From an optimization exercise on the open Yosys and OpenROAD flow, aimed at small area, a short achievable clock period and few clock cycles per item; shortcuts taken in it are not production practice. At most, simulation tests tie the RTL to the original design; equivalence was not proved. Only the layout flow was run in runs 7 and 8; the RTL was not checked for function there.

==> flow/design.v <==
module erf_crc0 (
    input  wire        clk,
    input  wire        rst,
    input  wire        in_valid,
    output reg         in_ready,
    input  wire [1:0]  in_op,
    input  wire [15:0] in_data,
    output reg         out_valid,
    input  wire        out_ready,
    output reg  [15:0] out_crc
);
    localparam [1:0] OP_BUILD  = 2'd0;
    localparam [1:0] OP_SEED   = 2'd1;
    localparam [1:0] OP_BYTE   = 2'd2;
    localparam [1:0] OP_FINISH = 2'd3;
    function [7:1] quot_inv;
        input [15:9] p;
        reg   [7:0]  h;
        integer      d, k;
        begin
            h = 8'h01;
            for (d = 1; d < 8; d = d + 1) begin
                h[d] = 1'b0;
                for (k = 1; k <= d; k = k + 1)
                    h[d] = h[d] ^ (p[16-k] & h[d-k]);
            end
            quot_inv = h[7:1];
        end
    endfunction
    function [15:0] table_of;
        input [15:0] poly;
        input [7:0]  h;
        input [7:0]  x;
        reg   [7:0]  q;      
        reg   [15:0] r;
        integer      i, m;
        begin
            for (i = 0; i < 8; i = i + 1) begin
                q[7-i] = 1'b0;
                for (m = 0; m <= i; m = m + 1)
                    q[7-i] = q[7-i] ^ (h[i-m] & x[7-m]);
            end
            r = 16'h0000;
            for (i = 0; i < 8; i = i + 1)
                r = r ^ ({16{q[7-i]}} & (poly << (7 - i)));
            table_of = r;
        end
    endfunction
    reg [15:0] poly;
    reg [7:1]  hq;
    reg [15:0] seed;
    reg [7:0]  s_x;
    reg [7:0]  crc_lo;
    reg [7:0]  s_b;
    reg        run_z;
    wire [7:0]  run_hi  = run_z ? 8'h00 : (s_x ^ s_b);
    wire [15:0] crc_run = {run_hi, crc_lo};
    reg        s_byte;      
    reg        s_restart;   
    reg        s_fin;       
    wire accept   = in_valid && in_ready;
    wire fin_exec = s_fin && !out_valid;
    wire restart  = fin_exec || s_restart;
    wire [15:0] tx = table_of(poly, {hq, 1'b1} & {8{s_byte}}, s_x);
    reg [15:0] run_base;
    always @(*) begin
        if (s_byte)
            run_base = {crc_run[7:0], 8'h00};
        else if (restart)
            run_base = seed;
        else
            run_base = crc_run;
    end
    wire s_fin_d     = (accept && in_op == OP_FINISH) || (s_fin && out_valid);
    wire out_valid_d = fin_exec || (out_valid && !out_ready);
    always @(posedge clk) begin
        if (accept && in_op == OP_BUILD)
            poly <= in_data;
        hq <= quot_inv(poly[15:9]);
        s_x <= (run_base[15:8] ^ in_data[7:0]) ^ tx[15:8];
        s_b <= in_data[7:0];
        if (fin_exec)
            out_crc <= crc_run;
    end
    always @(posedge clk) begin
        if (rst) begin
            seed      <= 16'h0000;
            crc_lo    <= 8'h00;
            run_z     <= 1'b1;
            s_byte    <= 1'b0;
            s_restart <= 1'b0;
            s_fin     <= 1'b0;
            out_valid <= 1'b0;
            in_ready  <= 1'b1;
        end else begin
            if (accept && in_op == OP_SEED)
                seed <= in_data;
            crc_lo    <= run_base[7:0] ^ tx[7:0];
            if (s_byte || restart)
                run_z <= 1'b0;
            s_byte    <= accept && in_op == OP_BYTE;
            s_restart <= accept && !in_op[1];
            s_fin     <= s_fin_d;
            out_valid <= out_valid_d;
            in_ready  <= !(s_fin_d && out_valid_d);
        end
    end
endmodule
==> flow/flow/run.sh <==
#!/bin/bash
# The standard layout (the standard.sh, unchanged synthesis) with three
# changes to how ORFS builds it:
#   - port buffers use buf_1 instead of the default clkdlybuf4s50_1
#   - clock tree synthesis without dummy loads, with clkbuf_4/clkbuf_8
#     and clusters of up to 30 sinks
set -euo pipefail
export SETUP_SLACK_MARGIN=5.5
export BUFFER_PORTS_ARGS="-buffer_cell sky130_fd_sc_hd__buf_1"
export CTS_ARGS="-sink_clustering_enable -repair_clock_nets -dont_use_dummy_load -buf_list {sky130_fd_sc_hd__clkbuf_4 sky130_fd_sc_hd__clkbuf_8} -sink_clustering_size 30"
bash standard.sh > standard.log 2>&1
==> flow/standard.sh <==
#!/bin/bash
# synth_recipe.tcl (not shown) runs the flow's synth.tcl, then flattens the netlist and writes it again
# the make line also repeats each setting of config.mk as NAME=value (left out here)
make -C /OpenROAD-flow-scripts/flow DESIGN_CONFIG=/design/flow/config.mk WORK_HOME=/design/flow/orfs CLKGATE_MAP_FILE= SYNTH_SCRIPT=/design/flow/synth_recipe.tcl "${@:-finish}"
==> flow/config.mk <==
export PLATFORM = sky130hd
export DESIGN_NAME = erf_crc0
export DESIGN_NICKNAME = erf_crc0
export VERILOG_FILES = /design/flow/design.v
export SDC_FILE = /design/flow/constraint.sdc
export NUM_CORES = 4
export LEC_CHECK = 0
export CAP_MARGIN = 20
export CORE_MARGIN = 2
export CORE_UTILIZATION = 55
export PLACE_DENSITY = 0.7
export SLEW_MARGIN = 20
export SYNTH_MEMORY_MAX_BITS = 8192
==> flow/constraint.sdc <==
create_clock -name core_clock -period 8.0 [get_ports {clk}]
set_input_delay 1.6000 -clock core_clock [delete_from_list [all_inputs] [get_ports {clk}]]
set_output_delay 1.6000 -clock core_clock [all_outputs]
set_load 0.01 [all_outputs]
==> run_results.csv, run 1 <==
group,metric,value,unit
outcome,outcome,"complete, no violations",
critical_path,cp-end-kind,"output pin",
cts,cts_tree,"done",
drt,num_vias,3800,
die,core_region_area,8760,µm²
cts,insertion_delay,0.35,ns
timing,fin_hold_ws,0.453,ns
min_path,min_to,"seed[6]$_SDFFE_PP0P_",
placed_design,gp_congestion,0.945,
critical_path,cpPeakStageDelay,0.38,ns
placed_design,hpwlAfterDp,8170,µm
layout,nets,610,
critical_path,path_cells,"buf_2",
critical_path,r2r_end,"s_x[3]$_DFF_P_",
die,die_w,99.3,µm
drt,drt_iter0_drc,292,
min_path,hold_path_startpoint,"seed[6]$_SDFFE_PP0P_",
min_path,holdCritPathClass,"flip-flop to flip-flop",
yosys,synth_nets,584,
critical_path,crit_fanout,4,
drt,drc,0,
cts,clockBufferDepth,2,
yosys,synth_top_cell_by_area,"dfxtp_1",
yosys,synth_edf_count,32,
drt,ant_nets,0,
cts,root_buffer,"clkbuf_8",
global_route,grt_use_met2,38.8,%
layout,drive_gt1_share,9.78,%
yosys,avgSynthCellArea,8.94,µm²
critical_path,path_class,"flip-flop to output pin",
timing,drv_slew,0,
drt,routedWlPerCell,16.9,µm
layout,syn2layout_area_growth,8.77,%
global_route,grt_pass1_wl,19200,µm
placed_design,place_inst,670,
timing,grt_setup_unrepaired,"true",
layout,diodes,0,
drt,vias_per_cell,5.50,
timing,fin_crit_sh,30.9,%
critical_path,worstRegToRegCells,8,
timing,finalCriticalPeriod,2.47,ns
critical_path,start_kind,"flip-flop",
critical_path,r2r-start,"s_x[7]$_DFF_P_",
drt,firstDrtPassIters,5,
global_route,grt.busiest_layer,"met2",
cts,cts.sinks,85,
critical_path,cpLargestDelayFamily,"flip-flops",
yosys,synth_seq_area_share,40.5,%
global_route,grt_overflow_total,0,
critical_path,reg2reg_slack,5.64,ns
yosys,synth_area_leaders,"dfxtp_1 21%, edfxtp_1 19%, xnor2_1 15%, nand2_1 12%, xor2_1 5.1%",
timing,fin_skew,0.0188,ns
global_route,grt_max_degree,54,
drt,routed_wl,11700,µm
critical_path,critPathBufInv,1,
die,start_util,57.0,%
critical_path,cp_slowest_cell,"dfxtp_2",
critical_path,crit_required,6.40,ns
timing,max_slew_margin,58.9,%
yosys,synth_area,4990,µm²
yosys,ys_seq_elements,85,
global_route,grt.total_usage,24.8,%
cts,numCtsBuffers,9,
critical_path,worstSetupStartpoint,"out_valid$_SDFF_PP0_",
yosys,yosysWarningCount,1,
yosys,async_flop_share,0,%
yosys,synth_top_area_share,21.2,%
yosys,syn_inst,559,
global_route,antenna_found_initial,0,
layout,stdcell_count,691,
cts,cts_max_level,3,
global_route,grt_pass1_vias,3880,
critical_path,arrival,0.87,ns
timing,maxClockFrequency,404,MHz
timing,setup_tns,0,ns
cts,ctsHoldBuffers,0,
placed_design,port_buffers,39,
die,rows,34,
die,dieArea,9860,µm²
yosys,yosysMostFrequentCell,"nand2_1",
timing,layout_setup_ws,5.53,ns
flow_run,maxCapViolations,0,
yosys,ys_top_cells_by_count,"162 x nand2_1, 85 x xnor2_1, 53 x dfxtp_1",
timing,hold_viol_final,0,
global_route,use_met1,34.6,%
yosys,ys.flop_type,"dfxtp_1",
placed_design,post-place-ws,5.09,ns
timing,worst_pin_slew,0.615,ns
global_route,use_met3,4.71,%
cts,clk_pin_slew,0.08,ns
min_path,holdPathStages,2,
timing,setup_viol,0,
yosys,ys_types,46,
die,fp.dieH,99.3,µm
die,num_io_pins,40,
-- per-layer routing --
layer / up-vias / part of all wire (%)
li1: 1847 / -
met1: 1776 / 44
met2: 160 / 46
met3: 17 / 8.0
met4: 0 / 1.8
met5: - / 0
-- metrics by stage --
step / util (%) / area [µm²]
global route: 62.0 / 5430
detailed placement: 58.8 / 5150
floorplan: - / 5020
global placement: 58.8 / 5150
finish: 62.0 / 5430
CTS: 61.0 / 5340
-- sequential cells by signal, indices dropped and copies added (netlist names) --
signal and flops:
s_b 8, in_ready 1, run_z 1, out_valid 1
s_byte 1, seed 16, s_x 8, s_fin 1
hq 7, poly 16, s_restart 1, crc_lo 8
out_crc 16
-- cell families after synthesis --
group | Yosys count | share of synthesized area [%]
AOI/OAI and AO/OA | 50 | 6.01
muxes | 18 | 3.71
and+or+nand+nor | 228 | 18.7
adders and majority gates | 3 | 0.752
DFF | 85 | 40.5
xor gates and xnor gates | 128 | 26.3
buffers and inverters | 47 | 4.08
-- layout make-up --
| cell class | count | area, µm² |
|---|---|---|
| Fill cell | 762 | 3330 |
| Multi-Input combinational cell | 427 | 2830 |
| Sequential cell | 85 | 2030 |
| Timing Repair Buffer | 55 | 285 |
| Tap cell | 108 | 135 |
| Clock buffer | 9 | 124 |
| Inverter | 7 | 30.0 |
-- worst max path at each step --
stage	to	slack (ns)	depth (start not counted)
2_1_floorplan	poly[0]$_DFFE_PP_	5.45	3
3_3_place_gp	poly[13]$_DFFE_PP_	5.15	4
3_5_place_dp	seed[11]$_SDFFE_PP0P_	5.09	6
4_1_cts	s_x[7]$_DFF_P_	5.44	8
5_1_grt	crc_lo[6]$_SDFF_PP0_	5.48	8
6_report	out_valid	5.53	1
-- repair_timing --
item,in CTS,in global routing
gates cloned,0,0
pin swaps,2,1
endpoints found under the setup margin,47,31
setup buffers,5,7
gates resized for setup,8,13
-- cells in the final DEF, fill, tap and decap left out, types with 2 or more instances in the layout --
master and instances:
xnor2_1 84, edfxtp_1 32, and3_1 3, buf_4 15
nor2b_1 4, o22ai_1 2, buf_1 34, clkbuf_8 9
nand2_2 2, nand4_1 2, a211o_1 3, dfxtp_1 46
clkbuf_2 4, dfxtp_2 7, o21ai_0 9, inv_1 6
ha_1 3, mux2_2 4, a21oi_1 23, a31oi_1 3
nand3_1 13, nor2_4 2, nand2_1 160, nor2_1 29
o211ai_1 2, xor2_1 29, mux2i_1 14, xnor3_1 9
and2_1 3, xor3_1 2
Testbench counts, summed over its fixed seeds: cycles 20,140, bytes 18,751.
==> inputs of run 2 (changes only) <==
--- a/flow/config.mk
+++ b/flow/config.mk
@@ -8,6 +8,6 @@
 export CAP_MARGIN = 20
 export CORE_MARGIN = 2
-export CORE_UTILIZATION = 55
-export PLACE_DENSITY = 0.7
+export CORE_UTILIZATION = 30
+export PLACE_DENSITY = 0.5
 export SLEW_MARGIN = 20
 export SYNTH_MEMORY_MAX_BITS = 8192
==> run 2 against run 1 <==
Compared with the run above: worst setup slack worse by 0.072 ns; sequential share of layout area decreased by 1.4 points; flip-flop and latch count is the same; worst hold slack improved by 0.0070 ns; critical endpoint is now out_crc[6]; critical path depth unchanged; largest cell class unchanged; final cell count grew 17%; clock skew up 0.0078 ns; clock-buffer cell count unchanged; synthesized cell count unchanged; die area rose by 79%.
==> run_results.csv, run 2 <==
group,metric,value,unit
critical_path,cp-end-kind,"output pin",
layout,final_common_cell,"nand2_1",
timing,drv_slew,0,
layout,stdcell_count,807,
yosys,synth_top_cell_by_area,"dfxtp_1",
yosys,syn_inst,559,
global_route,grt_pass1_vias,3703,
cts,root_buffer,"clkbuf_8",
critical_path,path_class,"flip-flop to output pin",
yosys,synth_area,4990,µm²
min_path,hold_path_startpoint,"seed[0]$_SDFFE_PP0P_",
yosys,synth_nets,584,
layout,finalInstanceArea,5660,µm²
placed_design,hpwlAfterDp,9200,µm
yosys,synth_area_leaders,"dfxtp_1 21%, edfxtp_1 19%, xnor2_1 15%, nand2_1 12%, xor2_1 5.1%",
yosys,ys_types,46,
die,fp.dieH,133,µm
yosys,async_flop_share,0,%
critical_path,start_kind,"flip-flop",
min_path,min_to,"seed[0]$_SDFFE_PP0P_",
timing,fin_crit_sh,31.8,%
layout,drive_gt1_share,12.6,%
cts,cts_max_level,3,
global_route,grt_pass1_wl,20500,µm
placed_design,place_inst,782,
drt,drc,0,
flow_run,maxCapViolations,0,
critical_path,arrival,0.95,ns
timing,fin_skew,0.0266,ns
critical_path,crit_fanout,1,
layout,syn2layout_area_growth,13.3,%
timing,setup_tns,0,ns
drt,ant_nets,0,
min_path,holdPathStages,2,
critical_path,cp_slowest_cell,"edfxtp_1",
cts,numCtsBuffers,9,
timing,setup_viol,0,
global_route,grt_max_degree,54,
global_route,use_met3,3.56,%
timing,fin_hold_ws,0.460,ns
yosys,synth_edf_count,32,
die,num_io_pins,40,
global_route,grt_overflow_total,0,
critical_path,cp.depth,1,
critical_path,r2r_end,"s_x[3]$_DFF_P_",
yosys,ys.flop_type,"dfxtp_1",
cts,cts_tree,"done",
yosys,yosysWarningCount,1,
timing,max_slew_margin,64.9,%
min_path,holdCritPathClass,"flip-flop to flip-flop",
cts,clockBufferDepth,2,
outcome,outcome,"complete, no violations",
drt,drt_iter0_drc,255,
layout,nets,614,
drt,routed_wl,13100,µm
die,start_util,30.4,%
die,die_w,133,µm
global_route,grt_use_met2,24.0,%
yosys,ys_top_cells_by_count,"162 x nand2_1, 85 x xnor2_1, 53 x dfxtp_1",
timing,maxClockFrequency,393,MHz
layout,diodes,0,
yosys,avgSynthCellArea,8.94,µm²
yosys,synth_top_area_share,21.2,%
cts,clk_pin_slew,0.08,ns
critical_path,worstRegToRegCells,8,
layout,fillCellCount,1706,
die,core_region_area,16400,µm²
layout,reg_top3,"out_crc x16, poly x16, seed x16",
critical_path,cpPeakStageDelay,0.41,ns
placed_design,dpl_cell_area,5290,µm²
layout,layout_common_cells,"160 x nand2_1, 82 x xnor2_1, 47 x dfxtp_1, 32 x edfxtp_1",
critical_path,path_cells,"clkbuf_2",
timing,grt_setup_unrepaired,"true",
critical_path,critPathBufInv,1,
critical_path,r2r-start,"s_x[5]$_DFF_P_",
drt,routedWlPerCell,16.3,µm
critical_path,reg2reg_slack,5.61,ns
timing,worst_pin_slew,0.526,ns
yosys,ys_seq_elements,85,
global_route,antenna_found_initial,0,
placed_design,gp_congestion,0.830,
yosys,yosysMostFrequentCell,"nand2_1",
timing,hold_viol_final,0,
drt,num_vias,3771,
cts,insertion_delay,0.38,ns
cts,cts.sinks,85,
die,rows,47,
drt,vias_per_cell,4.67,
global_route,grt.busiest_layer,"met2",
global_route,grt.total_usage,15.4,%
global_route,use_met1,20.7,%
critical_path,cpLargestDelayFamily,"flip-flops",
yosys,synth_seq_area_share,40.5,%
critical_path,crit_required,6.40,ns
drt,firstDrtPassIters,4,
placed_design,port_buffers,39,
die,dieArea,17700,µm²
timing,finalCriticalPeriod,2.55,ns
==> run 2: cells by family (layout without fill, tap and decap cells) <==
group	after synthesis	in the layout	share of synthesized area [%]
muxes	18	18	3.71
xor gates and xnor gates	128	128	26.3
adders and majority gates	3	3	0.752
buffers and inverters	47	75	4.08
DFF	85	85	40.5
and+or+nand+nor	228	228	18.7
AOI/OAI and AO/OA	50	50	6.01
==> run 2: worst max-delay path by stage <==
stage,from,to,slack [ns]
after floorplan,in_valid,poly[0]$_DFFE_PP_,5.45
final,out_crc[6]$_DFFE_PP_,out_crc[6],5.45
after global routing,out_crc[6]$_DFFE_PP_,out_crc[6],5.40
after CTS,out_crc[6]$_DFFE_PP_,out_crc[6],5.40
after global placement,s_x[7]$_DFF_P_,s_x[0]$_DFF_P_,4.94
after detailed placement,s_x[7]$_DFF_P_,s_x[0]$_DFF_P_,4.84
==> run 2: per-stage QoR <==
stage          util, %  setup WS, ns
2_1_floorplan        -          5.45
3_3_place_gp      32.2          4.94
3_5_place_dp      32.2          4.84
4_1_cts           33.7          5.40
5_1_grt           34.5          5.40
6_report          34.5          5.45
==> run 2: repair_timing <==
| action | CTS | global route |
|---|---|---|
| setup endpoints to repair | 30 | 56 |
| hold buffers | 0 | 0 |
| gates resized for setup | 15 | 23 |
| pin swaps | 2 | 2 |
| buffers inserted | 8 | 8 |
==> run 2: cell type report <==
cell class	count	area (µm²)	share of cell area, %
sequential	85	2030	36.0
multi-input combinational	427	2850	50.4
clock buffer	9	124	2.19
timing repair buffer	59	343	6.06
inverter	7	30.0	0.531
tap	220	275	4.87
==> run 2: worst register-to-register path, cell delays in order, from the launching register on <==
cell and delay, ns:
dfxtp_1 0.47, nand2_1 0.11, xnor2_1 0.25, xnor3_4 0.59, nand2_1 0.15, xnor2_1 0.13
xnor3_1 0.40, nand2_1 0.09, xnor2_1 0.13
==> run 2: routing by layer <==
layer	wire length (µm)	share of wire, %
met2	6020	46
met1	6000	46
met3	831	6.3
met4	273	2.1
met5	0	0
==> inputs of run 3 (changes only) <==
--- a/flow/config.mk
+++ b/flow/config.mk
@@ -8,6 +8,7 @@
 export CAP_MARGIN = 20
 export CORE_MARGIN = 2
-export CORE_UTILIZATION = 30
-export PLACE_DENSITY = 0.5
+export CORE_UTILIZATION = 40
+export GPL_TIMING_DRIVEN = 0
+export PLACE_DENSITY = 0.6
 export SLEW_MARGIN = 20
 export SYNTH_MEMORY_MAX_BITS = 8192
==> run 3 against run 2 <==
Compared with the run above: first-iteration DRC count increased by 8.6%; cell area increased by 0.31%; area after synthesis unchanged; via count increased by 4.0%; synthesized cell count unchanged; critical path type unchanged; largest cell class unchanged.
==> run_results.csv, run 3 <==
group,metric,value,unit
layout,drive_gt1_share,11.5,%
critical_path,crit_required,6.40,ns
yosys,synth_edf_count,32,
critical_path,reg2reg_slack,5.60,ns
cts,clk_pin_slew,0.07,ns
cts,numCtsBuffers,9,
critical_path,cp-end-kind,"output pin",
critical_path,cpLargestDelayFamily,"flip-flops",
drt,num_vias,3920,
layout,finalInstanceArea,5680,µm²
yosys,syn_inst,559,
timing,grt_setup_unrepaired,"true",
placed_design,hpwlAfterDp,9360,µm
drt,vias_per_cell,4.97,
die,dieArea,13400,µm²
die,fp.dieH,116,µm
drt,drc,0,
die,core_region_area,12100,µm²
yosys,synth_area_leaders,"dfxtp_1 21%, edfxtp_1 19%, xnor2_1 15%, nand2_1 12%, xor2_1 5.1%",
timing,fin_skew,0.0170,ns
flow_run,maxCapViolations,0,
timing,fin_hold_ws,0.466,ns
cts,cts.sinks,85,
layout,final_common_cell,"nand2_1",
drt,ant_nets,0,
layout,nets,647,
critical_path,crit_fanout,1,
outcome,outcome,"complete, no violations",
critical_path,r2r-start,"s_x[7]$_DFF_P_",
critical_path,r2r_end,"crc_lo[7]$_SDFF_PP0_",
yosys,synth_top_cell_by_area,"dfxtp_1",
cts,clockBufferDepth,2,
global_route,grt.total_usage,19.9,%
timing,drv_slew,0,
placed_design,place_inst,766,
yosys,async_flop_share,0,%
global_route,grt_max_degree,20,
yosys,synth_area,4990,µm²
yosys,yosysWarningCount,1,
global_route,grt_pass1_vias,3713,
yosys,synth_top_area_share,21.2,%
die,start_util,41.2,%
drt,routed_wl,12800,µm
drt,drt_iter0_drc,277,
timing,hold_viol_final,0,
yosys,yosysMostFrequentCell,"nand2_1",
timing,fin_crit_sh,31.2,%
timing,setup_tns,0,ns
cts,ctsHoldBuffers,0,
yosys,ys_types,46,
layout,syn2layout_area_growth,13.6,%
critical_path,cp_slowest_cell,"edfxtp_1",
drt,routedWlPerCell,16.3,µm
cts,cts_tree,"done",
global_route,grt_overflow_total,0,
yosys,ys_top_cells_by_count,"162 x nand2_1, 85 x xnor2_1, 53 x dfxtp_1",
min_path,holdCritPathClass,"flip-flop to flip-flop",
critical_path,worstRegToRegCells,9,
yosys,ys.flop_type,"dfxtp_1",
cts,insertion_delay,0.37,ns
die,rows,40,
min_path,hold_path_startpoint,"seed[3]$_SDFFE_PP0P_",
timing,setup_viol,0,
cts,root_buffer,"clkbuf_8",
critical_path,start_kind,"flip-flop",
critical_path,cpPeakStageDelay,0.39,ns
timing,maxClockFrequency,400,MHz
global_route,antenna_found_initial,0,
die,num_io_pins,40,
layout,stdcell_count,788,
placed_design,port_buffers,39,
min_path,holdPathStages,2,
yosys,ys_seq_elements,85,
timing,worst_pin_slew,0.643,ns
layout,reg_top3,"out_crc x16, poly x16, seed x16",
yosys,synth_seq_area_share,40.5,%
min_path,min_to,"seed[3]$_SDFFE_PP0P_",
yosys,synth_nets,584,
placed_design,dpl_cell_area,5370,µm²
global_route,grt_pass1_wl,19800,µm
critical_path,path_class,"flip-flop to output pin",
placed_design,gp_congestion,0.873,
yosys,avgSynthCellArea,8.94,µm²
critical_path,path_cells,"buf_1",
die,die_w,116,µm
drt,firstDrtPassIters,5,
cts,cts_max_level,3,
timing,max_slew_margin,57.0,%
timing,finalCriticalPeriod,2.50,ns
layout,layout_common_cells,"161 x nand2_1, 83 x xnor2_1, 51 x dfxtp_1, 33 x buf_1, 32 x edfxtp_1",
critical_path,critPathBufInv,1,
critical_path,arrival,0.90,ns
layout,diodes,0,
run 3: cells by family after synthesis:
| kind of cell | share of synthesized area, % |
|---|---|
| AOI/OAI and AO/OA | 6.01 |
| xor gates and xnor gates | 26.3 |
| adders and majority gates | 0.752 |
| buffers and inverters | 4.08 |
| DFF | 40.5 |
| muxes | 3.71 |
| and+or+nand+nor | 18.7 |
run 3: cell type report:
| cell class | count | area [µm²] |
|---|---|---|
| buffer | 40 | 218 |
| timing repair buffer | 52 | 264 |
| clock buffer | 9 | 124 |
| inverter | 7 | 26.3 |
| sequential | 85 | 2020 |
| multi-input combinational | 427 | 2810 |
| tap | 168 | 210 |
| fill | 1232 | 6440 |
run 3: layer usage:
layer	track usage (%)	vias to the layer above	part of all wire, %
met2	32.0	118	47
met1	26.7	1852	45
met4	7.22	0	2.1
met3	3.97	22	5.6
met5	0	-	0
li1	-	1928	-
run 3: worst min-delay path: stages, from the launching register on:
cell     delay, ns
dfxtp_1       0.31
nand2_1       0.05
a21oi_1       0.06
run 3: per-stage QoR:
| stage | util [%] | setup slack, ns |
|---|---|---|
| 6_report | 46.9 | 5.50 |
| 5_1_grt | 46.9 | 5.46 |
| 4_1_cts | 46.1 | 5.48 |
| 3_5_place_dp | 44.4 | 5.02 |
| 3_3_place_gp | 44.4 | 4.97 |
| 2_1_floorplan | - | 5.45 |
run 3: worst max-delay path by stage:
stage,start,to,slack (ns),cells after the start
after detailed placement,in_valid,seed[10]$_SDFFE_PP0P_,5.02,8
after CTS,out_crc[13]$_DFFE_PP_,out_crc[13],5.48,1
after global placement,s_fin$_SDFF_PP0_,crc_lo[5]$_SDFF_PP0_,4.97,10
final,out_crc[13]$_DFFE_PP_,out_crc[13],5.50,1
after floorplan,in_valid,poly[0]$_DFFE_PP_,5.45,3
after global routing,out_crc[13]$_DFFE_PP_,out_crc[13],5.46,1
run 3: timing repair:
item                                    4_1_cts  5_1_grt
gates resized for setup                      11       25
pin swaps                                     3        5
buffers inserted                              7        6
endpoints found under the setup margin       45       37
==> inputs of run 4 (changes only) <==
--- a/flow/config.mk
+++ b/flow/config.mk
@@ -9,5 +9,4 @@
 export CORE_MARGIN = 2
 export CORE_UTILIZATION = 40
-export GPL_TIMING_DRIVEN = 0
 export PLACE_DENSITY = 0.6
 export SLEW_MARGIN = 20
==> run 4 against run 3 <==
Compared with the run above: clock-buffer cell count did not move; cell area decreased by 2.8%; via count is 2.9% lower; fmax is 1.3% higher; synthesized cell count stayed put; critical path type unchanged; critical endpoint is now out_crc[5].
==> run_results.csv, run 4 <==
group,metric,value,unit
drt,routed_wl,12100,µm
die,start_util,41.2,%
global_route,grt_overflow_total,0,
critical_path,path_class,"flip-flop to output pin",
layout,final_common_cell,"nand2_1",
timing,worst_pin_slew,0.610,ns
critical_path,crit_required,6.40,ns
drt,num_vias,3806,
timing,max_slew_margin,59.2,%
cts,cts_max_level,3,
critical_path,cpLargestDelayFamily,"flip-flops",
die,core_region_area,12100,µm²
drt,firstDrtPassIters,5,
timing,drv_slew,0,
critical_path,crit_fanout,1,
yosys,synth_nets,584,
layout,diodes,0,
yosys,ys_types,46,
cts,clk_pin_slew,0.08,ns
drt,drt_iter0_drc,253,
yosys,ys.flop_type,"dfxtp_1",
yosys,syn_inst,559,
critical_path,arrival,0.87,ns
yosys,synth_area,4990,µm²
min_path,holdCritPathClass,"flip-flop to flip-flop",
layout,stdcell_count,752,
global_route,grt.total_usage,18.8,%
critical_path,cp_slowest_cell,"edfxtp_1",
die,die_w,116,µm
cts,cts.sinks,85,
critical_path,path_cells,"clkbuf_2",
yosys,async_flop_share,0,%
yosys,avgSynthCellArea,8.94,µm²
placed_design,place_inst,731,
layout,nets,611,
yosys,synth_top_cell_by_area,"dfxtp_1",
drt,drc,0,
yosys,yosysMostFrequentCell,"nand2_1",
yosys,yosysWarningCount,1,
global_route,grt_pass1_wl,19200,µm
outcome,outcome,"complete, no violations",
critical_path,start_kind,"flip-flop",
flow_run,maxCapViolations,0,
die,num_io_pins,40,
drt,ant_nets,0,
cts,ctsHoldBuffers,0,
critical_path,cp-end-kind,"output pin",
layout,syn2layout_area_growth,10.4,%
critical_path,critPathBufInv,1,
timing,maxClockFrequency,406,MHz
yosys,synth_area_leaders,"dfxtp_1 21%, edfxtp_1 19%, xnor2_1 15%, nand2_1 12%, xor2_1 5.1%",
yosys,synth_top_area_share,21.2,%
die,rows,40,
timing,fin_crit_sh,30.8,%
yosys,ys_seq_elements,85,
cts,cts_tree,"done",
global_route,grt_max_degree,54,
timing,fin_hold_ws,0.457,ns
timing,fin_skew,0.0264,ns
die,fp.dieH,116,µm
cts,clockBufferDepth,2,
die,dieArea,13400,µm²
timing,setup_viol,0,
placed_design,port_buffers,39,
placed_design,gp_congestion,0.865,
timing,grt_setup_unrepaired,"true",
cts,insertion_delay,0.36,ns
layout,drive_gt1_share,10.3,%
placed_design,hpwlAfterDp,8690,µm
global_route,antenna_found_initial,0,
yosys,ys_top_cells_by_count,"162 x nand2_1, 85 x xnor2_1, 53 x dfxtp_1",
layout,layout_common_cells,"161 x nand2_1, 84 x xnor2_1, 46 x dfxtp_1, 32 x edfxtp_1, 31 x buf_1",
layout,reg_top3,"out_crc x16, poly x16, seed x16",
global_route,grt_pass1_vias,3587,
timing,finalCriticalPeriod,2.47,ns
timing,setup_tns,0,ns
yosys,synth_edf_count,32,
critical_path,cpPeakStageDelay,0.38,ns
timing,hold_viol_final,0,
drt,vias_per_cell,5.06,
drt,routedWlPerCell,16.1,µm
yosys,synth_seq_area_share,40.5,%
layout,fillCellCount,1189,
cts,numCtsBuffers,9,
cts,root_buffer,"clkbuf_8",
## run 4: cell families (layout without fill, tap and decap cells)
logic type,count (synthesis),count (layout),synth area share [%]
AOI/OAI and AO/OA,50,50,6.01
xor gates and xnor gates,128,128,26.3
adders and majority gates,3,3,0.752
buffers and inverters,47,72,4.08
DFF,85,85,40.5
muxes,18,18,3.71
and+or+nand+nor,228,228,18.7
## run 4: worst paths after layout
path              slack [ns]               endpoint  cells past startpoint                   from
setup / recovery        5.53             out_crc[5]                      1   out_crc[5]$_DFFE_PP_
hold / removal          0.46  seed[14]$_SDFFE_PP0P_                      2  seed[14]$_SDFFE_PP0P_
setup reg to reg        5.66         s_x[2]$_DFF_P_                      8         s_x[4]$_DFF_P_
hold reg to reg         0.46  seed[14]$_SDFFE_PP0P_                      2  seed[14]$_SDFFE_PP0P_
## run 4: worst reg2reg max path: cells and delay by family (launching register included)
family / cells / cell delay, ns
simple gates: 3 / 0.62
compound gates: 2 / 0.53
flops: 1 / 0.54
mux: 1 / 0.18
xor+xnor: 2 / 0.40
## run 4: cell type report
cell class                      instances  area (µm²)  share of cell area (%)
Sequential cell                        85        2030                    36.9
Multi-Input combinational cell        427        2820                    51.1
Inverter                                7        30.0                   0.545
Timing Repair Buffer                   56         297                    5.38
Tap cell                              168         210                    3.81
Clock buffer                            9         124                    2.25
## run 4: through the flow
| stage | util, % | area [µm²] | worst slack [ns] |
|---|---|---|---|
| after global routing | 45.5 | 5510 | 5.49 |
| after detailed placement | 43.2 | 5230 | 5.12 |
| after CTS | 44.4 | 5380 | 5.50 |
| after global placement | 43.2 | 5230 | 5.14 |
| after floorplan | - | 5020 | 5.45 |
| final | 45.5 | 5510 | 5.53 |
## run 4: timing repair
| item | in CTS | in global routing |
|---|---|---|
| setup buffers | 0 | 12 |
| resized for setup | 9 | 16 |
| endpoints found under the setup margin | 16 | 49 |
| cloned | 0 | 0 |
| pin swaps | 2 | 3 |
## run 4: routing by layer
layer	share of wire, %	track usage (%)	vias to the layer above
met3	6.1	3.03	18
met2	47	29.7	112
li1	-	-	1857
met5	0	0	-
met1	45	26.1	1819
met4	2.4	7.46	0
==> inputs of run 5 (changes only) <==
--- a/flow/config.mk
+++ b/flow/config.mk
@@ -12,2 +12,3 @@
 export SLEW_MARGIN = 20
 export SYNTH_MEMORY_MAX_BITS = 8192
+export TNS_END_PERCENT = 0
==> run 5 against run 4 <==
Compared with the run above: clock skew decreased by 0.0071 ns; cell area decreased by 1.2%; worst setup slack got worse by 0.052 ns; worst hold slack got worse by 0.0012 ns; final cell count decreased by 1.2%; critical path depth unchanged; still clean; area after synthesis unchanged.
==> run_results.csv, run 5 <==
group,metric,value,unit
yosys,synth_seq_area_share,40.5,%
global_route,grt.total_usage,19.5,%
critical_path,arrival,0.92,ns
yosys,syn_inst,559,
placed_design,port_buffers,39,
drt,routedWlPerCell,16.5,µm
placed_design,gp_congestion,0.860,
critical_path,endpoint,"in_ready",
placed_design,post-place-ws,4.93,ns
critical_path,cpPeakStageDelay,0.39,ns
yosys,ys_seq_elements,85,
layout,reg_top3,"out_crc x16, poly x16, seed x16",
critical_path,path_class,"flip-flop to output pin",
layout,fin_util,45.0,%
yosys,ys_top_cells_by_count,"162 x nand2_1, 85 x xnor2_1, 53 x dfxtp_1",
die,core_region_area,12100,µm²
cts,clockBufferDepth,2,
drt,ant_nets,0,
timing,finalCriticalPeriod,2.52,ns
drt,firstDrtPassIters,4,
yosys,synth_nets,584,
critical_path,worstSetupStartpoint,"in_ready$_SDFF_PP1_",
global_route,antenna_found_initial,0,
flow_run,maxCapViolations,0,
die,die_w,116,µm
die,start_util,41.2,%
yosys,synth_edf_count,32,
cts,cts.sinks,85,
global_route,grt_overflow_total,0,
critical_path,crit_fanout,3,
timing,drv_slew,0,
layout,syn2layout_area_growth,9.04,%
layout,diodes,0,
placed_design,place_inst,730,
global_route,grt_pass1_vias,3695,
global_route,grt_max_degree,54,
global_route,grt_pass1_wl,19600,µm
cts,insertion_delay,0.37,ns
timing,worst_pin_slew,0.545,ns
placed_design,hpwlAfterDp,8660,µm
cts,root_buffer,"clkbuf_8",
drt,drc,0,
timing,maxClockFrequency,397,MHz
die,dieArea,13400,µm²
critical_path,start_kind,"flip-flop",
yosys,avgSynthCellArea,8.94,µm²
drt,routed_wl,12200,µm
critical_path,cp.depth,1,
critical_path,crit_required,6.40,ns
yosys,ys_types,46,
min_path,holdCritPathClass,"flip-flop to flip-flop",
drt,vias_per_cell,5.03,
die,rows,40,
yosys,async_flop_share,0,%
layout,drive_gt1_share,6.96,%
critical_path,cp_slowest_cell,"dfxtp_1",
cts,cts_tree,"done",
yosys,synth_area_leaders,"dfxtp_1 21%, edfxtp_1 19%, xnor2_1 15%, nand2_1 12%, xor2_1 5.1%",
timing,fin_hold_ws,0.456,ns
critical_path,reg2reg_slack,5.52,ns
yosys,synth_top_area_share,21.2,%
timing,setup_tns,0,ns
drt,num_vias,3736,
critical_path,critPathBufInv,1,
timing,fin_crit_sh,31.5,%
critical_path,r2r-start,"s_x[7]$_DFF_P_",
die,num_io_pins,40,
timing,setup_viol,0,
cts,cts_max_level,3,
critical_path,path_cells,"buf_1",
layout,final_common_cell,"nand2_1",
yosys,synth_area,4990,µm²
yosys,ys.flop_type,"dfxtp_1",
critical_path,cp-end-kind,"output pin",
timing,fin_skew,0.0192,ns
yosys,yosysWarningCount,1,
timing,layout_setup_ws,5.48,ns
drt,drt_iter0_drc,181,
layout,stdcell_count,743,
timing,hold_viol_final,0,
critical_path,worstRegToRegCells,8,
die,fp.dieH,116,µm
outcome,outcome,"complete, no violations",
layout,nets,602,
layout,layout_common_cells,"160 x nand2_1, 83 x xnor2_1, 50 x dfxtp_1, 39 x buf_1, 32 x edfxtp_1",
critical_path,r2r_end,"crc_lo[7]$_SDFF_PP0_",
timing,grt_setup_unrepaired,"true",
yosys,yosysMostFrequentCell,"nand2_1",
cts,clk_pin_slew,0.08,ns
timing,max_slew_margin,63.6,%
cts,numCtsBuffers,9,
critical_path,cpLargestDelayFamily,"flip-flops",
yosys,synth_top_cell_by_area,"dfxtp_1",
## run 5: cell families (layout without fill, tap and decap cells)
group                    Yosys count  count (layout)  synth area share, %
AND/OR/NAND/NOR                  228             228                 18.7
XOR/XNOR                         128             128                 26.3
flip-flops                        85              85                 40.5
AO/OA/AOI/OAI                     50              50                 6.01
buffers and inverters             47              63                 4.08
multiplexers                      18              18                 3.71
adder cells (fa/ha/maj)            3               3                0.752
## run 5: repair_timing
| action | CTS | global route |
|---|---|---|
| gates cloned | 0 | 0 |
| setup buffers | 3 | 1 |
| pin swaps | 2 | 1 |
| endpoints found under the hold margin | 0 | 0 |
| resized for setup | 8 | 5 |
| endpoints found under the setup margin | 42 | 56 |
| hold buffers | 0 | 0 |
## run 5: through the flow
stage / instance area (µm²)
after floorplan: 5010
after global placement: 5220
after detailed placement: 5220
after CTS: 5410
after global routing: 5450
final: 5450
## run 5: area by class of cell
class | count | area [µm²]
clock buffer | 9 | 124
tap | 168 | 210
fill | 1257 | 6670
sequential | 85 | 2030
multi-input combinational | 427 | 2840
inverter | 7 | 26.3
timing repair buffer | 47 | 219
## run 5: per-layer routing
layer | global-route usage, % | wire (µm)
met5 | 0 | 0
met3 | 3.50 | 680
met2 | 31.4 | 5790
met4 | 6.11 | 242
met1 | 26.7 | 5520
## run 5: worst min-delay path by stage
| stage | from | cells after the start | end |
|---|---|---|---|
| 2_1_floorplan | crc_lo[3]$_SDFF_PP0_ | 0 | out_crc[3]$_DFFE_PP_ |
| 3_3_place_gp | crc_lo[3]$_SDFF_PP0_ | 0 | out_crc[3]$_DFFE_PP_ |
| 3_5_place_dp | crc_lo[3]$_SDFF_PP0_ | 0 | out_crc[3]$_DFFE_PP_ |
| 4_1_cts | seed[3]$_SDFFE_PP0P_ | 2 | seed[3]$_SDFFE_PP0P_ |
| 5_1_grt | seed[14]$_SDFFE_PP0P_ | 2 | seed[14]$_SDFFE_PP0P_ |
| 6_report | seed[3]$_SDFFE_PP0P_ | 2 | seed[3]$_SDFFE_PP0P_ |
==> inputs of run 6 (changes only) <==
--- a/flow/config.mk
+++ b/flow/config.mk
@@ -12,3 +12,3 @@
 export SLEW_MARGIN = 20
 export SYNTH_MEMORY_MAX_BITS = 8192
-export TNS_END_PERCENT = 0
+export TNS_END_PERCENT = 10
==> run 6 against run 5 <==
Compared with the run above: critical path type unchanged; clock-buffer cell count unchanged; global-route usage unchanged; clock skew decreased by 0.00091 ns.
==> run_results.csv, run 6 <==
group,metric,value,unit
outcome,outcome,"complete, no violations",
timing,worst_pin_slew,0.568,ns
critical_path,cpLargestDelayFamily,"flip-flops",
yosys,synth_top_cell_by_area,"dfxtp_1",
flow_run,maxCapViolations,0,
critical_path,crit_fanout,3,
global_route,grt_use_met2,31.4,%
placed_design,place_inst,730,
yosys,synth_area_leaders,"dfxtp_1 21%, edfxtp_1 19%, xnor2_1 15%, nand2_1 12%, xor2_1 5.1%",
placed_design,gp_congestion,0.860,
cts,insertion_delay,0.37,ns
yosys,syn_inst,559,
drt,drc,0,
critical_path,arrival,0.92,ns
placed_design,hpwlAfterDp,8660,µm
yosys,yosysMostFrequentCell,"nand2_1",
global_route,grt.busiest_layer,"met2",
yosys,async_flop_share,0,%
die,rows,40,
critical_path,cp-end-kind,"output pin",
min_path,holdCritPathClass,"flip-flop to flip-flop",
yosys,yosysWarningCount,1,
layout,diodes,0,
timing,max_slew_margin,61.8,%
timing,drv_slew,0,
yosys,ys_types,46,
global_route,antenna_found_initial,0,
die,start_util,41.2,%
critical_path,crit_required,6.40,ns
critical_path,path_cells,"buf_1",
timing,finalCriticalPeriod,2.52,ns
cts,cts_max_level,3,
die,core_region_area,12100,µm²
yosys,ys.flop_type,"dfxtp_1",
global_route,grt_pass1_vias,3695,
layout,nets,602,
drt,drt_iter0_drc,172,
timing,fin_skew,0.0183,ns
yosys,synth_top_area_share,21.2,%
critical_path,cp_slowest_cell,"dfxtp_1",
cts,numCtsBuffers,9,
global_route,use_met1,26.7,%
cts,clk_pin_slew,0.08,ns
placed_design,port_buffers,39,
layout,syn2layout_area_growth,8.89,%
critical_path,start_kind,"flip-flop",
layout,drive_gt1_share,6.78,%
timing,setup_tns,0,ns
yosys,synth_area,4990,µm²
cts,cts_tree,"done",
drt,ant_nets,0,
cts,clockBufferDepth,2,
yosys,avgSynthCellArea,8.94,µm²
timing,maxClockFrequency,397,MHz
global_route,grt_pass1_wl,19600,µm
layout,reg_top3,"out_crc x16, poly x16, seed x16",
global_route,grt_overflow_total,0,
drt,num_vias,3746,
drt,routedWlPerCell,16.4,µm
global_route,grt_max_degree,54,
timing,fin_crit_sh,31.5,%
die,dieArea,13400,µm²
die,die_w,116,µm
timing,setup_viol,0,
cts,root_buffer,"clkbuf_8",
critical_path,path_class,"flip-flop to output pin",
yosys,ys_top_cells_by_count,"162 x nand2_1, 85 x xnor2_1, 53 x dfxtp_1",
die,fp.dieH,116,µm
timing,grt_setup_unrepaired,"true",
timing,hold_viol_final,0,
global_route,use_met3,3.50,%
yosys,synth_edf_count,32,
yosys,synth_seq_area_share,40.5,%
critical_path,critPathBufInv,1,
yosys,ys_seq_elements,85,
critical_path,cpPeakStageDelay,0.40,ns
die,num_io_pins,40,
drt,firstDrtPassIters,5,
yosys,synth_nets,584,
layout,layout_common_cells,"160 x nand2_1, 84 x xnor2_1, 50 x dfxtp_1, 39 x buf_1, 32 x edfxtp_1",
drt,routed_wl,12200,µm
global_route,grt.total_usage,19.5,%
drt,vias_per_cell,5.04,
layout,final_common_cell,"nand2_1",
cts,cts.sinks,85,
layout,stdcell_count,743,
-- run 6: area by class of cell --
type	count	area, µm²
Timing Repair Buffer	47	219
Tap cell	168	210
Multi-Input combinational cell	427	2830
Fill cell	1258	6670
Inverter	7	26.3
Sequential cell	85	2030
Clock buffer	9	124
-- run 6: path summary, 6_finish.rpt --
check                           slack, ns                  from  cells after the start              endpoint
worst max-delay path                 5.48   in_ready$_SDFF_PP1_                      1              in_ready
worst min-delay path                 0.46  seed[3]$_SDFFE_PP0P_                      2  seed[3]$_SDFFE_PP0P_
worst max register to register       5.54        s_x[7]$_DFF_P_                      8  crc_lo[7]$_SDFF_PP0_
worst min register to register       0.46  seed[3]$_SDFFE_PP0P_                      2  seed[3]$_SDFFE_PP0P_
-- run 6: cell families after synthesis --
kind of cell / Yosys count / synth area share, %
and+or+nand+nor: 228 / 18.7
xor gates and xnor gates: 128 / 26.3
DFF: 85 / 40.5
AOI/OAI and AO/OA: 50 / 6.01
buffers and inverters: 47 / 4.08
muxes: 18 / 3.71
adders and majority gates: 3 / 0.752
-- run 6: stage by stage --
step / cell area, µm² / setup slack [ns] / hold slack, ns / util [%]
3_5_place_dp: 5220 / 4.93 / 0.444 / 43.1
3_3_place_gp: 5220 / 5.08 / 0.443 / 43.1
2_1_floorplan: 5010 / 5.45 / 0.425 / -
6_report: 5440 / 5.48 / 0.456 / 44.9
4_1_cts: 5410 / 5.45 / 0.458 / 44.7
5_1_grt: 5440 / 5.42 / 0.478 / 44.9
-- run 6: metal layers --
| metal | wire (µm) | vias to the layer above |
|---|---|---|
| met1 | 5710 | 1813 |
| met3 | 506 | 18 |
| met5 | 0 | - |
| met4 | 200 | 0 |
| met2 | 5770 | 81 |
| li1 | - | 1834 |
-- run 6: repair_timing --
item / CTS / global route
pin swaps: 2 / 1
hold buffers: 0 / 0
endpoints found under the setup margin: 42 / 54
buffers inserted: 3 / 1
gates resized for setup: 9 / 3
==> inputs of run 7 (changes only) <==
--- a/flow/design.v
+++ b/flow/design.v
@@ -74,9 +74,11 @@
     wire s_fin_d     = (accept && in_op == OP_FINISH) || (s_fin && out_valid);
     wire out_valid_d = fin_exec || (out_valid && !out_ready);
+    wire [7:0] s_x_d;
+    erf_crc0_xor8 u_x (.a(tx[15:8]), .b(run_base[15:8] ^ in_data[7:0]), .y(s_x_d));
     always @(posedge clk) begin
         if (accept && in_op == OP_BUILD)
             poly <= in_data;
         hq <= quot_inv(poly[15:9]);
-        s_x <= (run_base[15:8] ^ in_data[7:0]) ^ tx[15:8];
+        s_x <= s_x_d;
         s_b <= in_data[7:0];
         if (fin_exec)
@@ -107,2 +109,9 @@
     end
 endmodule
+module erf_crc0_xor8 (
+    input  wire [7:0] a,
+    input  wire [7:0] b,
+    output wire [7:0] y
+);
+    assign y = a ^ b;
+endmodule
--- a/flow/config.mk
+++ b/flow/config.mk
@@ -11,4 +11,4 @@
 export PLACE_DENSITY = 0.6
 export SLEW_MARGIN = 20
+export SYNTH_HIERARCHICAL = 1
 export SYNTH_MEMORY_MAX_BITS = 8192
-export TNS_END_PERCENT = 10
==> run 7 against run 6 <==
Compared with the run above: synthesized cell count decreased by 2.3%; non-clock buffer count increased by 31; worst setup slack improved by 0.0072 ns; wire length about the same; critical path type is now flip-flop to flip-flop; critical endpoint is now s_x[2]$_DFF_P_.
==> run_results.csv, run 7 <==
group,metric,value,unit
yosys,synth_nets,571,
timing,finalCriticalPeriod,2.51,ns
yosys,synth_area,4890,µm²
die,core_region_area,12000,µm²
cts,root_buffer,"clkbuf_8",
timing,fin_hold_ws,0.449,ns
critical_path,start_kind,"flip-flop",
layout,diodes,0,
global_route,antenna_found_initial,0,
layout,nets,622,
timing,drv_slew,0,
yosys,ys_top_cells_by_count,"181 x nand2_1, 80 x xnor2_1, 53 x dfxtp_1",
outcome,outcome,"complete, no violations",
layout,reg_top3,"out_crc x16, poly x16, seed x16",
cts,clk_pin_slew,0.08,ns
timing,hold_viol_final,0,
critical_path,critPathBufInv,0,
yosys,ys_seq_elements,85,
critical_path,cp-end-kind,"flip-flop",
die,num_io_pins,40,
cts,cts_tree,"done",
drt,vias_per_cell,5.01,
die,start_util,40.9,%
drt,num_vias,3720,
placed_design,port_buffers,39,
critical_path,worstSetupStartpoint,"s_x[5]$_DFF_P_",
critical_path,crit_required,8.28,ns
cts,clockBufferDepth,2,
yosys,synth_seq_area_share,41.4,%
drt,ant_nets,0,
yosys,async_flop_share,0,%
yosys,synth_top_area_share,21.7,%
drt,routed_wl,12200,µm
die,dieArea,13100,µm²
timing,setup_viol,0,
drt,routedWlPerCell,16.4,µm
timing,fin_skew,0.0203,ns
critical_path,r2r-start,"s_x[5]$_DFF_P_",
drt,drt_iter0_drc,217,
timing,worst_pin_slew,0.699,ns
placed_design,gp_congestion,0.862,
layout,syn2layout_area_growth,19.9,%
yosys,synth_edf_count,32,
layout,drive_gt1_share,20.0,%
min_path,holdCritPathClass,"flip-flop to flip-flop",
critical_path,cpPeakStageDelay,0.43,ns
yosys,ys_types,33,
die,die_w,115,µm
die,fp.dieH,115,µm
layout,final_common_cell,"nand2_1",
cts,insertion_delay,0.37,ns
critical_path,crit_fanout,7,
yosys,syn_inst,546,
drt,drc,0,
cts,cts_max_level,3,
drt,firstDrtPassIters,4,
timing,maxClockFrequency,398,MHz
cts,numCtsBuffers,9,
layout,fillCellCount,1098,
yosys,yosysMostFrequentCell,"nand2_1",
flow_run,maxCapViolations,0,
critical_path,path_common_cell,"nand2_1",
cts,cts.sinks,85,
critical_path,cpLargestDelayFamily,"XOR/XNOR gates",
yosys,yosysWarningCount,7,
placed_design,hpwlAfterDp,7770,µm
timing,setup_tns,0,ns
yosys,synth_area_leaders,"dfxtp_1 22%, edfxtp_1 20%, xnor2_1 14%, nand2_1 14%, xor2_1 7.5%",
yosys,ys.flop_type,"dfxtp_1",
yosys,synth_top_cell_by_area,"dfxtp_1",
global_route,grt_pass1_wl,18800,µm
global_route,grt_max_degree,44,
min_path,hold_path_startpoint,"seed[7]$_SDFFE_PP0P_",
global_route,grt.total_usage,19.0,%
critical_path,path_class,"flip-flop to flip-flop",
timing,fin_crit_sh,31.4,%
critical_path,arrival,2.79,ns
layout,layout_common_cells,"171 x nand2_1, 65 x xnor2_1, 39 x dfxtp_1, 36 x xor2_1, 32 x edfxtp_1",
die,rows,40,
timing,max_slew_margin,53.3,%
timing,grt_setup_unrepaired,"true",
global_route,grt_overflow_total,0,
global_route,grt_pass1_vias,3553,
critical_path,path_cells,"nand2_1 -> xnor3_2 -> xnor3_4 -> nand2_1 -> xnor2_1 -> xnor3_1 -> nand2_1 -> xor2_2 -> xor2_1",
yosys,avgSynthCellArea,8.96,µm²
critical_path,cp_slowest_cell,"xnor3_1",
run 7: cell types whose count changed in the layout (fill, tap and decap cells not counted), moves of 11 or more:
cell / delta
buf_4: +22
dfxtp_1: -11
nand2_1: +11
nand3_1: -13
xnor2_1: -19
xnor2_2: +12
run 7: worst register-to-register path: cells and delay by family, from the launching register on:
kind,cells,cell delay (ns)
XOR/XNOR,6,1.69
flip-flops,1,0.41
AND/OR/NAND/NOR,3,0.33
run 7: final timing paths:
kind	endpoint	slack [ns]	depth (start not counted)
setup / recovery	s_x[2]$_DFF_P_	5.49	9
hold / removal	seed[7]$_SDFFE_PP0P_	0.45	2
setup reg to reg	s_x[2]$_DFF_P_	5.49	9
hold reg to reg	seed[7]$_SDFFE_PP0P_	0.45	2
run 7: cells by family after synthesis:
family / synth area share [%]
and+or+nand+nor: 17.8
muxes: 2.48
DFF: 41.4
buffers and inverters: 4.17
xor gates and xnor gates: 27.9
adders and majority gates: 0.768
AOI/OAI and AO/OA: 5.53
run 7: area by class of cell:
class	instances	area [µm²]	area share, %
inverters	6	22.5	0.384
repair buffers	78	524	8.94
multi-input cells	417	2950	50.4
well taps	147	184	3.14
flip-flops and latches	85	2060	35.1
clock buffers	9	124	2.11
run 7: repair_timing:
action | in CTS | in global routing
pin swaps | 5 | 16
setup endpoints to repair | 50 | 21
resized for setup | 24 | 57
hold buffers | 0 | 0
cloned | 1 | 1
setup buffers | 12 | 22
run 7: per-stage QoR:
stage / util, % / instances / worst slack [ns] / instance area, µm²
2_1_floorplan: - / 546 / 5.45 / 4910
3_3_place_gp: 42.6 / 697 / 4.73 / 5090
3_5_place_dp: 42.6 / 697 / 4.55 / 5090
4_1_cts: 45.3 / 719 / 5.47 / 5420
5_1_grt: 49.0 / 742 / 5.36 / 5860
6_report: 49.0 / 742 / 5.49 / 5860
run 7: per-module statistics from Yosys (local to each module, per instance):
module         cells  times used  flip-flops and latches  area (µm²)
erf_crc0         538           1                      85        4820
erf_crc0_xor8      8           1                       0        70.1
run 7: per-layer routing:
metal,global-route usage (%),wire length [µm],up-vias
met5,0,0,-
met4,5.93,280,0
met3,5.03,655,23
met2,30.5,5850,84
met1,25.0,5390,1792
li1,-,-,1821
==> inputs of run 8 (changes only) <==
--- a/flow/flow/run.sh
+++ b/flow/flow/run.sh
@@ -6,5 +6,5 @@
 #     and clusters of up to 30 sinks
 set -euo pipefail
-export SETUP_SLACK_MARGIN=5.5
+export SETUP_SLACK_MARGIN=5.4
 export BUFFER_PORTS_ARGS="-buffer_cell sky130_fd_sc_hd__buf_1"
 export CTS_ARGS="-sink_clustering_enable -repair_clock_nets -dont_use_dummy_load -buf_list {sky130_fd_sc_hd__clkbuf_4 sky130_fd_sc_hd__clkbuf_8} -sink_clustering_size 30"
==> run 8 against run 7 <==
Compared with the run above: clock skew is essentially flat; non-clock buffer count shrank 16; cell area shrank 6.4%; highest routed layer unchanged; sequential share of layout area grew 2.2 points; clock-buffer cell count is the same; die area is the same; wire length shrank 2.5%; fmax shrank 1.0%.
==> run_results.csv, run 8 <==
group,metric,value,unit
timing,setup_viol,0,
global_route,antenna_found_initial,0,
drt,ant_nets,0,
layout,fin_util,45.9,%
timing,setup_tns,0,ns
critical_path,path_cells,"nand2_1 -> xnor3_2 -> xnor3_4 -> nand2_1 -> xnor2_1 -> xnor3_1 -> nand2_1 -> xor2_1 -> xor2_1",
yosys,synth_compound_area_share,5.53,%
timing,fin_hold_ws,0.457,ns
global_route,grt_overflow_total,0,
yosys,synth_edf_count,32,
layout,syn2layout_area_growth,12.2,%
timing,fin_skew,0.0200,ns
yosys,synthAdderAreaFrac,0.768,%
cts,ctsHoldBuffers,0,
critical_path,cp_slowest_cell,"dfxtp_4",
yosys,ys_top_cells_by_count,"181 x nand2_1, 80 x xnor2_1, 53 x dfxtp_1",
timing,finalCriticalPeriod,2.54,ns
layout,diodes,0,
layout,layout_common_cells,"181 x nand2_1, 76 x xnor2_1, 44 x dfxtp_1, 40 x xor2_1, 39 x buf_1",
yosys,synth_top_area_share,21.7,%
yosys,synth_seq_area_share,41.4,%
die,dieArea,13100,µm²
layout,fillCellCount,1137,
min_path,holdPathStages,2,
die,core_region_area,12000,µm²
timing,fin_crit_sh,31.7,%
critical_path,path_common_cell,"nand2_1",
yosys,synth_area,4890,µm²
layout,final_common_cell,"nand2_1",
critical_path,r2r_end,"s_x[5]$_DFF_P_",
timing,worst_pin_slew,1.03,ns
outcome,outcome,"complete, no violations",
critical_path,start_kind,"flip-flop",
timing,max_slew_margin,31.1,%
yosys,ys_seq_elements,85,
critical_path,arrival,2.80,ns
global_route,grt_pass1_vias,3605,
die,fp.dieH,115,µm
critical_path,crit_required,8.26,ns
global_route,grt_pass1_wl,18600,µm
yosys,syn_inst,546,
drt,num_vias,3686,
yosys,async_flop_share,0,%
yosys,yosysWarningCount,7,
timing,drv_slew,0,
placed_design,port_buffers,39,
cts,insertion_delay,0.37,ns
drt,routedWlPerCell,16.4,µm
min_path,holdCritPathClass,"flip-flop to flip-flop",
cts,cts.sinks,85,
timing,hold_viol_final,0,
cts,cts_max_level,3,
yosys,avgSynthCellArea,8.96,µm²
yosys,synth_area_leaders,"dfxtp_1 22%, edfxtp_1 20%, xnor2_1 14%, nand2_1 14%, xor2_1 7.5%",
layout,drive_gt1_share,10.7,%
die,rows,40,
min_path,min_to,"seed[7]$_SDFFE_PP0P_",
critical_path,reg2reg_slack,5.46,ns
yosys,synth_top_family_by_area,"XOR/XNOR gates",
cts,clk_pin_slew,0.08,ns
timing,maxClockFrequency,394,MHz
yosys,ys_types,33,
die,die_w,115,µm
cts,cts_tree,"done",
placed_design,gp_congestion,0.854,
drt,vias_per_cell,5.08,
timing,grt_setup_unrepaired,"true",
cts,clockBufferDepth,2,
global_route,grt_max_degree,44,
layout,nets,606,
placed_design,place_inst,697,
drt,drc,0,
critical_path,path_class,"flip-flop to flip-flop",
layout,reg_top3,"out_crc x16, poly x16, seed x16",
critical_path,cp-end-kind,"flip-flop",
yosys,yosysMostFrequentCell,"nand2_1",
layout,stdcell_count,726,
die,num_io_pins,40,
drt,firstDrtPassIters,4,
critical_path,worstRegToRegCells,9,
cts,numCtsBuffers,9,
min_path,hold_path_startpoint,"seed[7]$_SDFFE_PP0P_",
yosys,synth_nets,571,
cts,root_buffer,"clkbuf_8",
critical_path,cpPeakStageDelay,0.41,ns
yosys,synth-xor-area-share,27.9,%
yosys,synth-simple-area-share,17.8,%
yosys,synth_top_cell_by_area,"dfxtp_1",
critical_path,r2r-start,"s_x[7]$_DFF_P_",
drt,routed_wl,11900,µm
flow_run,maxCapViolations,0,
yosys,synth_mux_area_share,2.48,%
drt,drt_iter0_drc,220,
critical_path,crit_fanout,9,
die,start_util,40.9,%
yosys,ys.flop_type,"dfxtp_1",
global_route,grt.total_usage,18.5,%
placed_design,hpwlAfterDp,7720,µm
[run 8: repair_timing]
action,CTS,global route
setup endpoints to repair,14,31
gates resized for setup,11,15
setup buffers,8,11
pin swaps,2,3
endpoints found under the hold margin,0,0
gates cloned,0,1
[run 8: logic make-up (layout without fill, tap and decap cells)]
logic type | count (synthesis) | after routing
AOI/OAI and AO/OA | 46 | 46
adders and majority gates | 3 | 3
buffers and inverters | 45 | 77
DFF | 85 | 85
xor gates and xnor gates | 135 | 136
muxes | 12 | 12
and+or+nand+nor | 220 | 220
[run 8: worst max-delay path by stage]
stage,startpoint,endpoint,cells past startpoint,slack [ns]
after floorplan,in_valid,poly[0]$_DFFE_PP_,3,5.40
after global placement,s_x[7]$_DFF_P_,s_x[4]$_DFF_P_,9,4.73
after detailed placement,s_x[7]$_DFF_P_,s_x[0]$_DFF_P_,9,4.59
after CTS,in_valid,poly[4]$_DFFE_PP_,4,5.43
after global routing,s_x[5]$_DFF_P_,s_x[2]$_DFF_P_,10,5.33
final,s_x[7]$_DFF_P_,s_x[5]$_DFF_P_,9,5.46
[run 8: area by class of cell]
class	instances	area (µm²)	area share, %
Timing Repair Buffer	62	339	6.18
Multi-Input combinational cell	417	2780	50.6
Tap cell	147	184	3.35
Inverter	6	22.5	0.410
Clock buffer	9	124	2.26
Sequential cell	85	2040	37.2
[run 8: worst max-delay path, delay by kind of cell (launching register included)]
| family | cells | cell delay (ns) |
|---|---|---|
| flops | 1 | 0.41 |
| xor+xnor | 6 | 1.74 |
| simple gates | 3 | 0.30 |
[run 8: stage by stage]
step / cell area (µm²) / worst slack (ns)
floorplan: 4900 / 5.40
global placement: 5080 / 4.73
detailed placement: 5080 / 4.59
CTS: 5310 / 5.43
global route: 5490 / 5.33
finish: 5490 / 5.46
[run 8: metal layers]
| layer | vias to the layer above | part of all wire (%) | GRT usage, % |
|---|---|---|---|
| li1 | 1796 | - | - |
| met1 | 1779 | 45 | 24.1 |
| met2 | 99 | 49 | 31.2 |
| met3 | 12 | 5.4 | 4.55 |
| met4 | 0 | 1.2 | 4.07 |
| met5 | - | 0 | 0 |
[run 8: per-module statistics from Yosys, one instance, submodules excluded]
module	cells inside	times used	flip-flops and latches	area, µm²
erf_crc0	538	1	85	4820
erf_crc0_xor8	8	1	0	70.1

[what the ideal ports hide]
In the flow no input, the clock included, has a driving cell. The finished layouts below were timed again as built, in two steps. Step 1 sets driving cells, clkbuf_16 on the clock port and buf_2 on the other inputs (assumed; they add their load-dependent delay and slew). Step 2 also shifts input and output timing later by t, the mid clock arrival at the registers, as if the neighbouring blocks saw the same clock. a / b / c = ideal / step 1 / step 2; a / b = the first two.
run	t, ns	setup WS [ns]	slew at the worst register clock pin (ns)
run 1	0.379	5.527 / 5.494 / 5.223	0.08 / 0.08
run 2	0.406	5.455 / 5.418 / 5.214	0.08 / 0.08
run 3	0.396	5.501 / 5.468 / 5.200	0.08 / 0.08
run 4	0.378	5.534 / 5.500 / 5.230	0.09 / 0.09
run 5	0.395	5.482 / 5.447 / 5.099	0.08 / 0.08
run 6	0.395	5.480 / 5.446 / 5.105	0.08 / 0.08
run 7	0.391	5.488 / 5.477 / 5.262	0.09 / 0.09
run 8	0.389	5.462 / 5.441 / 5.266	0.09 / 0.09
After both steps setup and hold are still met in every run listed. The setup slack of run 5, which loses most, moves by -0.035 ns with the drivers and by -0.383 ns with both steps.
